Context: an optimization exercise on an open-source flow, tuned for small area. The choices shown serve that exercise and are no tape-out recipe.
In this exercise RTL edits were held to simulation tests only and were not proved equivalent to the original.
Power is estimated from default activity; no workload was simulated.

==> flow/design.v <==
module vc8_core (
    input  wire        clk,
    input  wire        rst,           
    output reg         mem_req,
    output reg         mem_we,
    output reg  [18:0] mem_addr,
    output reg  [7:0]  mem_wdata,
    input  wire [7:0]  mem_rdata,
    input  wire        mem_ready,
    input  wire [7:0]  in_key,
    input  wire [15:0] in_mouse_x,
    input  wire [15:0] in_mouse_y,
    input  wire [15:0] in_screen_w,
    input  wire [15:0] in_screen_h,
    output wire        in_take,
    output reg         fault,
    output reg  [3:0]  fault_code,
    output reg  [20:0] fault_pc,
    output reg  [7:0]  fault_opcode
);
    localparam [20:0] MEM_SIZE  = 21'd524288;
    localparam [20:0] CODE_BASE = 21'd65536;
    localparam [7:0]  RET_BYTE  = 8'h34;
    localparam FT_N = 8;     
    localparam CS_N = 16;    
    localparam [3:0] F_REG   = 4'd2,
                     F_UNRES = 4'd3,
                     F_EMPTY = 4'd4,
                     F_DIV0  = 4'd6,
                     F_MEM   = 4'd7,
                     F_UNSUP = 4'd8,
                     F_FULL  = 4'd9;
    localparam [3:0] S_TAKE = 4'd0,
                     S_OP   = 4'd1,
                     S_OPND = 4'd2,
                     S_EXEC = 4'd3,
                     S_RD   = 4'd4,
                     S_WR   = 4'd5,
                     S_POPW = 4'd6,
                     S_SCAN = 4'd7,
                     S_DIV  = 4'd8,
                     S_HALT = 4'd9;
    reg [3:0]  state;
    reg [20:0] pc;             
    reg [19:0] sp;             
    reg        carry;
    reg [7:0]  rf [0:7];
    reg [7:0]  ib [0:6];       
    reg [2:0]  cnt;
    reg [2:0]  len;
    reg [71:0] snap;           
    reg [18:0] ea;             
    reg [7:0]  wdat;
    reg [2:0]  rd_dst;         
    reg        rd_to_mem;      
    reg [18:0] scan_k;
    reg        ft_v  [0:FT_N-1];
    reg [15:0] ft_id [0:FT_N-1];
    reg [18:0] ft_a  [0:FT_N-1];
    reg [18:0] cs    [0:CS_N-1];
    reg [4:0]  cs_n;
    reg [15:0] dv_n, dv_d, dv_q;
    reg [15:0] dv_r;
    reg [4:0]  dv_i;
    integer i;
    function [2:0] op_len(input [7:0] op);
        case (op)
            8'h00: op_len = 3; 8'h01: op_len = 4; 8'h02: op_len = 4; 8'h03: op_len = 3;
            8'h04: op_len = 4; 8'h05: op_len = 4; 8'h06: op_len = 2; 8'h07: op_len = 2;
            8'h08: op_len = 2; 8'h09: op_len = 3; 8'h0A: op_len = 5; 8'h0B: op_len = 5;
            8'h0C: op_len = 4;
            8'h10, 8'h11, 8'h12, 8'h13: op_len = 3;
            8'h14, 8'h15, 8'h16, 8'h17: op_len = 4;
            8'h18, 8'h19, 8'h1A, 8'h1B: op_len = 2;
            8'h30: op_len = 2; 8'h31: op_len = 3; 8'h32: op_len = 3; 8'h33: op_len = 3;
            8'h35: op_len = 3; 8'h36: op_len = 4; 8'h37: op_len = 4;
            8'h40: op_len = 5; 8'h41: op_len = 7;
            8'hFE: op_len = 2;
            default: op_len = 1;
        endcase
    endfunction
    function unsupported(input [7:0] op);
        unsupported = (op >= 8'h60 && op <= 8'h64) || (op >= 8'h80 && op <= 8'h8A);
    endfunction
    function [6:0] reg_mask(input [7:0] op);
        case (op)
            8'h00, 8'h01, 8'h02, 8'h06, 8'h08: reg_mask = 7'b0000010;
            8'h03:                             reg_mask = 7'b0000110;
            8'h04, 8'h05:                      reg_mask = 7'b0001010;
            8'h0A, 8'h0B:                      reg_mask = 7'b0010010;
            8'h10, 8'h12:                      reg_mask = 7'b0000110;
            8'h11, 8'h13:                      reg_mask = 7'b0000010;
            8'h14, 8'h16:                      reg_mask = 7'b0001110;
            8'h15, 8'h17:                      reg_mask = 7'b0001010;
            8'h18, 8'h19, 8'h1A, 8'h1B:        reg_mask = 7'b0000010;
            8'h31, 8'h32:                      reg_mask = 7'b0000100;
            8'h36, 8'h37:                      reg_mask = 7'b0001000;
            8'h40:                             reg_mask = 7'b0011110;
            8'h41:                             reg_mask = 7'b1111110;
            default:                           reg_mask = 7'b0000000;
        endcase
    endfunction
    function is_io(input [18:0] a);
        is_io = (a >= 19'd65527) && (a <= 19'd65535);
    endfunction
    function [7:0] io_byte(input [71:0] s, input [18:0] a);
        case (a[3:0])
            4'h7: io_byte = s[71:64];
            4'h8: io_byte = s[63:56];
            4'h9: io_byte = s[55:48];
            4'hA: io_byte = s[47:40];
            4'hB: io_byte = s[39:32];
            4'hC: io_byte = s[31:24];
            4'hD: io_byte = s[23:16];
            4'hE: io_byte = s[15:8];
            default: io_byte = s[7:0];
        endcase
    endfunction
    assign in_take = (state == S_TAKE);
    reg  [18:0] rd_addr;
    reg         rd_active;
    wire        rd_io   = is_io(rd_addr);
    wire [7:0]  rd_byte = rd_io ? io_byte(snap, rd_addr) : mem_rdata;
    wire        rd_done = rd_active && (rd_io || mem_ready);
    wire        wr_done = mem_ready;
    always @(*) begin
        rd_active = 1'b0;
        rd_addr   = 19'd0;
        case (state)
            S_OP:   begin rd_active = 1'b1; rd_addr = pc[18:0]; end
            S_OPND: begin rd_active = 1'b1; rd_addr = pc[18:0] + {16'd0, cnt}; end
            S_RD:   begin rd_active = 1'b1; rd_addr = ea; end
            S_SCAN: begin rd_active = 1'b1; rd_addr = scan_k; end
            default: ;
        endcase
        mem_req   = 1'b0;
        mem_we    = 1'b0;
        mem_addr  = rd_addr;
        mem_wdata = wdat;
        if (rd_active && !rd_io) mem_req = 1'b1;
        if (state == S_WR || state == S_POPW) begin
            mem_req  = 1'b1;
            mem_we   = 1'b1;
            mem_addr = ea;
        end
    end
    wire [7:0]  op  = ib[0];
    wire [7:0]  b1  = ib[1];
    wire [7:0]  b2  = ib[2];
    wire [7:0]  b3  = ib[3];
    wire [7:0]  b4  = ib[4];
    wire [7:0]  b5  = ib[5];
    wire [7:0]  b6  = ib[6];
    wire [6:0]  rmask = reg_mask(op);
    reg         reg_bad;
    always @(*) begin
        reg_bad = 1'b0;
        for (i = 1; i < 7; i = i + 1)
            if (rmask[i] && ib[i] > 8'd7) reg_bad = 1'b1;
    end
    wire [3:0]  cs_top = cs_n[3:0] - 4'd1;
    reg  [7:0] alu_a, alu_b;
    reg        alu_sub;
    wire [8:0] alu_sum  = {1'b0, alu_a} + {1'b0, alu_b};
    wire [8:0] alu_diff = {1'b0, alu_a} - {1'b0, alu_b};
    wire [7:0] alu_res  = alu_sub ? alu_diff[7:0] : alu_sum[7:0];
    wire       alu_cy   = alu_sub ? alu_diff[8]   : alu_sum[8];
    always @(*) begin
        alu_a   = rf[b1[2:0]];
        alu_b   = rf[b2[2:0]];
        alu_sub = 1'b0;
        case (op)
            8'h10, 8'h14: ;
            8'h11, 8'h15: alu_b = b2;
            8'h12, 8'h16: alu_sub = 1'b1;
            8'h13, 8'h17: begin alu_b = b2; alu_sub = 1'b1; end
            8'h18:        alu_b = 8'd1;
            8'h19:        begin alu_b = 8'd1; alu_sub = 1'b1; end
            default: ;
        endcase
    end
    wire [16:0] dv_sh  = {dv_r, dv_n[15]};
    wire [16:0] dv_sub = dv_sh - {1'b0, dv_d};
    wire [15:0] product = rf[b1[2:0]] * rf[b2[2:0]];
    wire [20:0] next_seq = pc + {18'd0, len};
    wire [20:0] rel_tgt  = pc + {{13{b1[7]}}, b1} + 21'd1;
    reg        ft_hit;
    reg [2:0]  ft_hit_i;
    reg        ft_free;
    reg [2:0]  ft_free_i;
    always @(*) begin
        ft_hit = 1'b0; ft_hit_i = 3'd0;
        ft_free = 1'b0; ft_free_i = 3'd0;
        for (i = FT_N - 1; i >= 0; i = i - 1) begin
            if (ft_v[i] && ft_id[i] == {b1, b2}) begin ft_hit = 1'b1; ft_hit_i = i[2:0]; end
            if (!ft_v[i]) begin ft_free = 1'b1; ft_free_i = i[2:0]; end
        end
    end
    wire call_taken = (op == 8'h35) ||
                      (op == 8'h36 && rf[b3[2:0]] == 8'd0) ||
                      (op == 8'h37 && rf[b3[2:0]] != 8'd0);
    task do_fault(input [3:0] code, input [7:0] opc);
        begin
            fault        <= 1'b1;
            fault_code   <= code;
            fault_pc     <= pc;
            fault_opcode <= opc;
            state        <= S_HALT;
        end
    endtask
    task advance(input [20:0] npc);
        begin
            pc    <= npc;
            state <= S_TAKE;
        end
    endtask
    always @(posedge clk) begin
        if (rst) begin
            state        <= S_TAKE;
            pc           <= CODE_BASE;
            sp           <= MEM_SIZE[19:0];
            carry        <= 1'b0;
            cs_n         <= 5'd0;
            fault        <= 1'b0;
            fault_code   <= 4'd0;
            fault_pc     <= 21'd0;
            fault_opcode <= 8'd0;
            for (i = 0; i < 8; i = i + 1) rf[i] <= 8'd0;
            for (i = 0; i < FT_N; i = i + 1) ft_v[i] <= 1'b0;
        end else begin
            case (state)
            S_TAKE: begin
                snap <= {in_key, in_mouse_x, in_mouse_y, in_screen_w, in_screen_h};
                if (pc[20:19] != 2'b00)
                    do_fault(F_MEM, 8'd0);
                else
                    state <= S_OP;
            end
            S_OP: if (rd_done) begin
                ib[0] <= rd_byte;
                len   <= op_len(rd_byte);
                cnt   <= 3'd1;
                if (unsupported(rd_byte))
                    do_fault(F_UNSUP, rd_byte);
                else if (pc + {18'd0, op_len(rd_byte)} > MEM_SIZE)
                    do_fault(F_MEM, rd_byte);
                else if (op_len(rd_byte) == 3'd1)
                    state <= S_EXEC;
                else
                    state <= S_OPND;
            end
            S_OPND: if (rd_done) begin
                ib[cnt] <= rd_byte;
                cnt     <= cnt + 3'd1;
                if (cnt + 3'd1 == len) state <= S_EXEC;
            end
            S_EXEC: begin
                if (reg_bad) begin
                    do_fault(F_REG, op);
                end else begin
                    case (op)
                    8'h00: begin rf[b1[2:0]] <= b2; advance(next_seq); end
                    8'h01: begin ea <= {3'd0, b2, b3}; rd_dst <= b1[2:0]; rd_to_mem <= 1'b0; state <= S_RD; end
                    8'h02: begin ea <= {3'd0, b2, b3}; wdat <= rf[b1[2:0]]; state <= S_WR; end
                    8'h03: begin rf[b1[2:0]] <= rf[b2[2:0]]; advance(next_seq); end
                    8'h04: begin if (rf[b3[2:0]] == 8'd0) rf[b1[2:0]] <= b2; advance(next_seq); end
                    8'h05: begin if (rf[b3[2:0]] != 8'd0) rf[b1[2:0]] <= b2; advance(next_seq); end
                    8'h06, 8'h07: begin
                        if (sp == 20'd0) do_fault(F_MEM, op);
                        else begin
                            sp   <= sp - 20'd1;
                            ea   <= sp[18:0] - 19'd1;
                            wdat <= (op == 8'h06) ? rf[b1[2:0]] : b1;
                            state <= S_WR;
                        end
                    end
                    8'h08, 8'h09: begin
                        if (sp >= MEM_SIZE[19:0]) do_fault(F_MEM, op);
                        else begin
                            sp        <= sp + 20'd1;
                            ea        <= sp[18:0];
                            rd_dst    <= b1[2:0];
                            rd_to_mem <= (op == 8'h09);
                            state     <= S_RD;
                        end
                    end
                    8'h0A: begin ea <= {3'd0, b2, b3} + {11'd0, rf[b4[2:0]]}; rd_dst <= b1[2:0]; rd_to_mem <= 1'b0; state <= S_RD; end
                    8'h0B: begin ea <= {3'd0, b2, b3} + {11'd0, rf[b4[2:0]]}; wdat <= rf[b1[2:0]]; state <= S_WR; end
                    8'h0C: begin ea <= {3'd0, b2, b3}; wdat <= b1; state <= S_WR; end
                    8'h10, 8'h11, 8'h12, 8'h13, 8'h18, 8'h19: begin
                        rf[b1[2:0]] <= alu_res;
                        if (alu_cy) carry <= 1'b1;
                        advance(next_seq);
                    end
                    8'h14, 8'h15, 8'h16, 8'h17: begin
                        rf[b3[2:0]] <= alu_res;
                        if (alu_cy) carry <= 1'b1;
                        advance(next_seq);
                    end
                    8'h1A: begin if (carry) rf[b1[2:0]] <= rf[b1[2:0]] + 8'd1; advance(next_seq); end
                    8'h1B: begin if (carry) rf[b1[2:0]] <= rf[b1[2:0]] - 8'd1; advance(next_seq); end
                    8'h1C: begin carry <= 1'b0; advance(next_seq); end
                    8'h1D: begin carry <= 1'b1; advance(next_seq); end
                    8'h30: advance(rel_tgt);
                    8'h31: advance(rf[b2[2:0]] == 8'd0 ? rel_tgt : next_seq);
                    8'h32: advance(rf[b2[2:0]] != 8'd0 ? rel_tgt : next_seq);
                    8'h33: begin
                        if (next_seq == MEM_SIZE) do_fault(F_MEM, op);
                        else begin
                            scan_k <= next_seq[18:0];
                            state  <= S_SCAN;
                        end
                    end
                    8'h34: begin
                        if (cs_n == 5'd0) do_fault(F_EMPTY, op);
                        else begin
                            cs_n <= cs_n - 5'd1;
                            advance({2'b00, cs[cs_top]});
                        end
                    end
                    8'h35, 8'h36, 8'h37: begin
                        if (!call_taken) advance(next_seq);
                        else if (!ft_hit) do_fault(F_UNRES, op);
                        else if (cs_n == CS_N) do_fault(F_FULL, op);
                        else begin
                            cs[cs_n[3:0]] <= next_seq[18:0];
                            cs_n <= cs_n + 5'd1;
                            advance({2'b00, ft_a[ft_hit_i]});
                        end
                    end
                    8'h40: begin
                        rf[b3[2:0]] <= product[15:8];
                        rf[b4[2:0]] <= product[7:0];
                        advance(next_seq);
                    end
                    8'h41: begin
                        if ({rf[b3[2:0]], rf[b4[2:0]]} == 16'd0) do_fault(F_DIV0, op);
                        else begin
                            dv_n  <= {rf[b1[2:0]], rf[b2[2:0]]};
                            dv_d  <= {rf[b3[2:0]], rf[b4[2:0]]};
                            dv_r  <= 16'd0;
                            dv_i  <= 5'd0;
                            state <= S_DIV;
                        end
                    end
                    8'hFE: begin rf[7] <= b1; advance(CODE_BASE); end
                    default: advance(next_seq);
                    endcase
                end
            end
            S_RD: if (rd_done) begin
                if (rd_to_mem) begin
                    ea    <= {3'd0, b1, b2};
                    wdat  <= rd_byte;
                    state <= S_POPW;
                end else begin
                    rf[rd_dst] <= rd_byte;
                    advance(next_seq);
                end
            end
            S_WR, S_POPW: if (wr_done) advance(next_seq);
            S_SCAN: if (rd_done) begin
                if (rd_byte == RET_BYTE) begin
                    if (ft_hit) begin
                        ft_a[ft_hit_i] <= pc[18:0] + 19'd3;
                        advance({2'b00, scan_k} + 21'd1);
                    end else if (ft_free) begin
                        ft_v[ft_free_i]  <= 1'b1;
                        ft_id[ft_free_i] <= {b1, b2};
                        ft_a[ft_free_i]  <= pc[18:0] + 19'd3;
                        advance({2'b00, scan_k} + 21'd1);
                    end else
                        do_fault(F_FULL, op);
                end else if (scan_k == 19'h7FFFF) begin
                    do_fault(F_MEM, op);
                end else
                    scan_k <= scan_k + 19'd1;
            end
            S_DIV: begin
                if (dv_i == 5'd16) begin
                    rf[b5[2:0]] <= dv_q[15:8];
                    rf[b6[2:0]] <= dv_q[7:0];
                    advance(next_seq);
                end else begin
                    if (dv_sh >= {1'b0, dv_d}) begin
                        dv_r <= dv_sub[15:0];
                        dv_q <= {dv_q[14:0], 1'b1};
                    end else begin
                        dv_r <= dv_sh[15:0];
                        dv_q <= {dv_q[14:0], 1'b0};
                    end
                    dv_n <= {dv_n[14:0], 1'b0};
                    dv_i <= dv_i + 5'd1;
                end
            end
            default: ;  
            endcase
        end
    end
endmodule
==> flow/run.sh <==
#!/bin/bash
# synth_recipe.tcl (not shown) runs the flow's synth.tcl, then flattens the netlist and writes it again
# the make line also repeats each setting of config.mk as NAME=value (left out here)
make -C /OpenROAD-flow-scripts/flow DESIGN_CONFIG=/design/flow/config.mk WORK_HOME=/design/flow/orfs CLKGATE_MAP_FILE= SYNTH_SCRIPT=/design/flow/synth_recipe.tcl finish
==> flow/config.mk <==
export PLATFORM = sky130hd
export DESIGN_NAME = vc8_core
export DESIGN_NICKNAME = vc8_core
export VERILOG_FILES = /design/flow/design.v
export SDC_FILE = /design/flow/constraint.sdc
export NUM_CORES = 4
export LEC_CHECK = 0
export CAP_MARGIN = 20
export CORE_MARGIN = 2
export CORE_UTILIZATION = 40
export PLACE_DENSITY = 0.6
export SLEW_MARGIN = 20
==> flow/constraint.sdc <==
create_clock -name core_clock -period 10.0 [get_ports {clk}]
set_input_delay 2.0000 -clock core_clock [delete_from_list [all_inputs] [get_ports {clk}]]
set_output_delay 2.0000 -clock core_clock [all_outputs]
set_load 0.01 [all_outputs]
==> reports/qor.csv <==
stage,metric,value,unit
outcome,status,"complete, no violations",
logic_synthesis,Synth Net Count,4919,
clock_network,CTS tree,done,
placement,PortBufs,146,
logic_synthesis,top_reg_cell synth,edfxtp_1,
logic_synthesis,yosys warns,1,
drt,drt drc,0,
sta,Final Hold Vio Count,0,
logic_synthesis,largest cells by area after synthesis,"edfxtp_1 (50%), mux4_2 (5.8%), ha_1 (3.7%)",
grt,first-pass GRT wire length,259000,µm
drt,DR iter-0 viols,4505,
drt,ANT nets after route,0,
finish,FILL cells,12323,
floorplan,Core Rows,135,
logic_synthesis,"Async S/R FF share, synth",0,
setup_path,CP Data Arrival Time,9.96,ns
power,Lkg Pwr,21.7,nW
worst_hold_path,HP Class,reg2reg,
logic_synthesis,share of the synthesized area in the top cell type,0.495,
drt,Vias,40036,
logic_synthesis,post-synthesis cell count,4627,
logic_synthesis,Post-synth EDFFs,901,
grt,antenna violations before repair,9,
job,Max Cap Viol,0,
placement,placed cell areas,58900,µm²
finish,Storage cell area,28900,µm²
sta,Max Fclk,0.107,GHz
placement,pre-CTS setup slack,0.822,ns
floorplan,die height,373,µm
grt,total track usage,0.247,
sta,Tmin final,9.37,ns
drt,drt first pass iters,8,
finish,final instance area,62600,µm²
finish,Area Overhead vs Synth,14.6,%
grt,total grt overflow,0,
sta,setup ws final,0.632,ns
setup_path,CP Launch Type,flop,
setup_path,crit path max fanout,22,
clock_network,later-pin clock latency in the skew report,0.76,ns
sta,endpoints failing setup,0,
logic_synthesis,syn avg cell area,11.8,µm²
logic_synthesis,sequential area share after synthesis,0.530,
clock_network,PostCTS Resize Cnt,0,
sta,setup TNS,0,ns
setup_path,"Largest stage delay, worst path",0.69,ns
sta,Max Slew Vio Count,0,
clock_network,CTS max path bufs,3,
sta,Slew HR,0.194,
finish,multi-input logic area,24200,µm²
logic_synthesis,#FFs+latches synth,994,
finish,ratio of cells with drive above 1 in the final layout,0.129,
sta,Hold WS,0.453,ns
clock_network,H-tree Lvls,3,
setup_path,CP Capture Type,flop,
drt,WL per Instance,26.5,µm
floorplan,IO Pins,147,
logic_synthesis,Yosys cell types,98,
floorplan,die area,139000,µm²
clock_network,hold-fix buffers at CTS,0,
finish,nets@finish,5087,
sta,Tcrit/Tclk final,0.937,
drt,Post-Route WL,177000,µm
logic_synthesis,"Cell Area, Synth",54600,µm²
grt,number of global-route vias before repair,38540,
clock_network,"Reg clk slew, reported paths",0.06,ns
power,Peak VDD IR,0.000132,V
sta,worst-margin pin slew,1.20,ns
clock_network,Clock Sinks,994,
setup_path,Crit path required time,10.59,ns
floorplan,Die X,373,µm
clock_network,setup bufs post-CTS,0,
power,pwr/cell area,190,nW/µm²
logic_synthesis,"area leader, netlist",edfxtp_1,
floorplan,Core ar.,135000,µm²
floorplan,Initial Util,0.403,
grt,pin count of the biggest net entering global routing,73,
setup_path,Critical-path top delay cell,or4b_2,
logic_synthesis,top-count cell post-synth,edfxtp_1,
placement,gpl congestion,0.945,
logic_synthesis,Post-synth top cells,"edfxtp_1 (901), nor2_1 (393), nand2_1 (353)",
clock_network,TritonCTS Buffers,108,
placement,Post-DP HPWL,124000,µm
setup_path,critical path class,reg2reg,
drt,routed vias/inst,6.00,
sta,Final Skew,0.0869,ns
sta,RSZ-0062 raised after global routing,no,
clock_network,Root Buffer,clkbuf_16,
==> kinds of logic (layout without fill, tap and decap cells) <==
kind of cell / Yosys count / count (layout) / synth area share
xor+xnor: 293 / 293 / 0.0470
flops: 994 / 994 / 0.530
mux: 369 / 369 / 0.101
simple gates: 1359 / 1359 / 0.120
fa+ha+maj: 210 / 210 / 0.0544
compound gates: 948 / 948 / 0.116
buf+inv: 454 / 716 / 0.0319
other cells: 0 / 1 / 0
==> worst paths after layout <==
path | slack, ns | from | cells past startpoint | end
setup reg to reg | 0.63 | cnt[0] | 32 | fault_opcode[2]
setup / recovery | 0.63 | cnt[0] | 32 | fault_opcode[2]
hold reg to reg | 0.45 | dv_q[7] | 0 | dv_q[8]
hold / removal | 0.45 | dv_q[7] | 0 | dv_q[8]
==> state kept, by name, indices dropped and copies added, names as in the netlist, 8 cells and up <==
name / cells
cs: 304
dv_d: 16
dv_n: 16
dv_q: 16
dv_r: 16
ea: 19
fault_opcode: 8
fault_pc: 21
ft_a: 152
ft_id: 128
ft_v: 8
ib: 56
pc: 21
rf: 64
scan_k: 19
snap: 72
sp: 20
wdat: 8
==> metrics by stage <==
stage          power (mW)   util  std cells
3_5_place_dp         7.76  0.435       6465
2_1_floorplan        6.67      -       4627
5_1_grt              12.3  0.462       6670
3_3_place_gp         7.76  0.434       6464
4_1_cts              11.9  0.462       6669
6_report             11.9  0.462       6671
==> layout make-up <==
class | instances | share of cell area
well taps | 1781 | 0.0356
diodes | 1 | 0.0000400
multi-input cells | 3179 | 0.387
flip-flops and latches | 994 | 0.462
clock inverters | 55 | 0.0111
inverters | 191 | 0.0115
clock buffers | 149 | 0.0478
repair buffers | 321 | 0.0447
==> per-layer routing <==
layer / global-route usage / up-vias / share of wire
met5: 0 / - / 0.00012
met4: 0.0862 / 4 / 0.034
met3: 0.0387 / 315 / 0.081
met2: 0.384 / 1883 / 0.45
met1: 0.352 / 19976 / 0.44
li1: - / 17858 / -
==> report_power, final <==
group / internal [mW] / switching (mW) / total, mW / leakage (nW)
Sequential: 4.93 / 0.200 / 5.13 / 9.08
Clock: 2.39 / 1.74 / 4.13 / 1.79
Combinational: 0.890 / 1.72 / 2.61 / 10.9
Total: 8.22 / 3.66 / 11.9 / 21.7
==> cell usage in the layout, fill, tap and decap left out, types with 19 or more instances in the layout <==
cell type and instances:
fa_1 46, mux2_2 55, inv_1 188, or3_1 29, clkbuf_16 110, a211oi_1 83
o21ai_0 209, xor2_1 95, nand2_1 352, a22oi_1 21, clkbuf_1 30, nand3_1 116
xnor2_1 196, ha_1 162, mux2i_1 173, edfxtp_1 901, a21oi_1 219, nand2b_1 32
mux4_2 140, a21o_1 42, dfxtp_1 92, o211ai_1 38, buf_4 174, and2_1 28
or4_1 24, and3_1 33, a221oi_1 41, clkdlybuf4s50_1 145, nor2b_1 52, o31ai_1 44
nor4_1 41, nand4_1 51, nor3_1 109, a31oi_1 19, nor2_1 373
==> critical path, delay by kind of cell, from the launching register on <==
kind	cells	cell delay, ns
compound gates	13	3.32
mux	1	0.20
fa+ha+maj	4	1.29
simple gates	10	3.23
xor+xnor	1	0.17
buf+inv	3	0.50
flops	1	0.51

[what the ideal ports hide]
No port has a modelled driver above. Below, the same layout with a new extraction and two added sets of constraints.
Step 1 (the two cells are an assumption about what drives the block):
set clk [get_ports {clk}]
set_driving_cell -lib_cell sky130_fd_sc_hd__clkbuf_16 $clk
set_driving_cell -lib_cell sky130_fd_sc_hd__buf_2 [delete_from_list [all_inputs] $clk]
Step 2 times the ports against the registers' clock, not the clock port: input delays grow and output delays shrink by t, the midpoint of the rising clock arrivals with the driver on.
a / b / c = ideal ports / drivers / drivers and shift; a / b = the first two.
t (ns): 0.792
setup slack, ns: 0.632 / 0.632 / 0.632
hold slack, ns: 0.453 / 0.453 / 0.453
clock arrival spread, ns: 0.088 / 0.087
slew at the worst register clock pin (ns): 0.07 / 0.07
After both steps this run still meets setup and hold. The setup slack of this run moves by 0.000 ns with the drivers and by 0.000 ns with both steps.
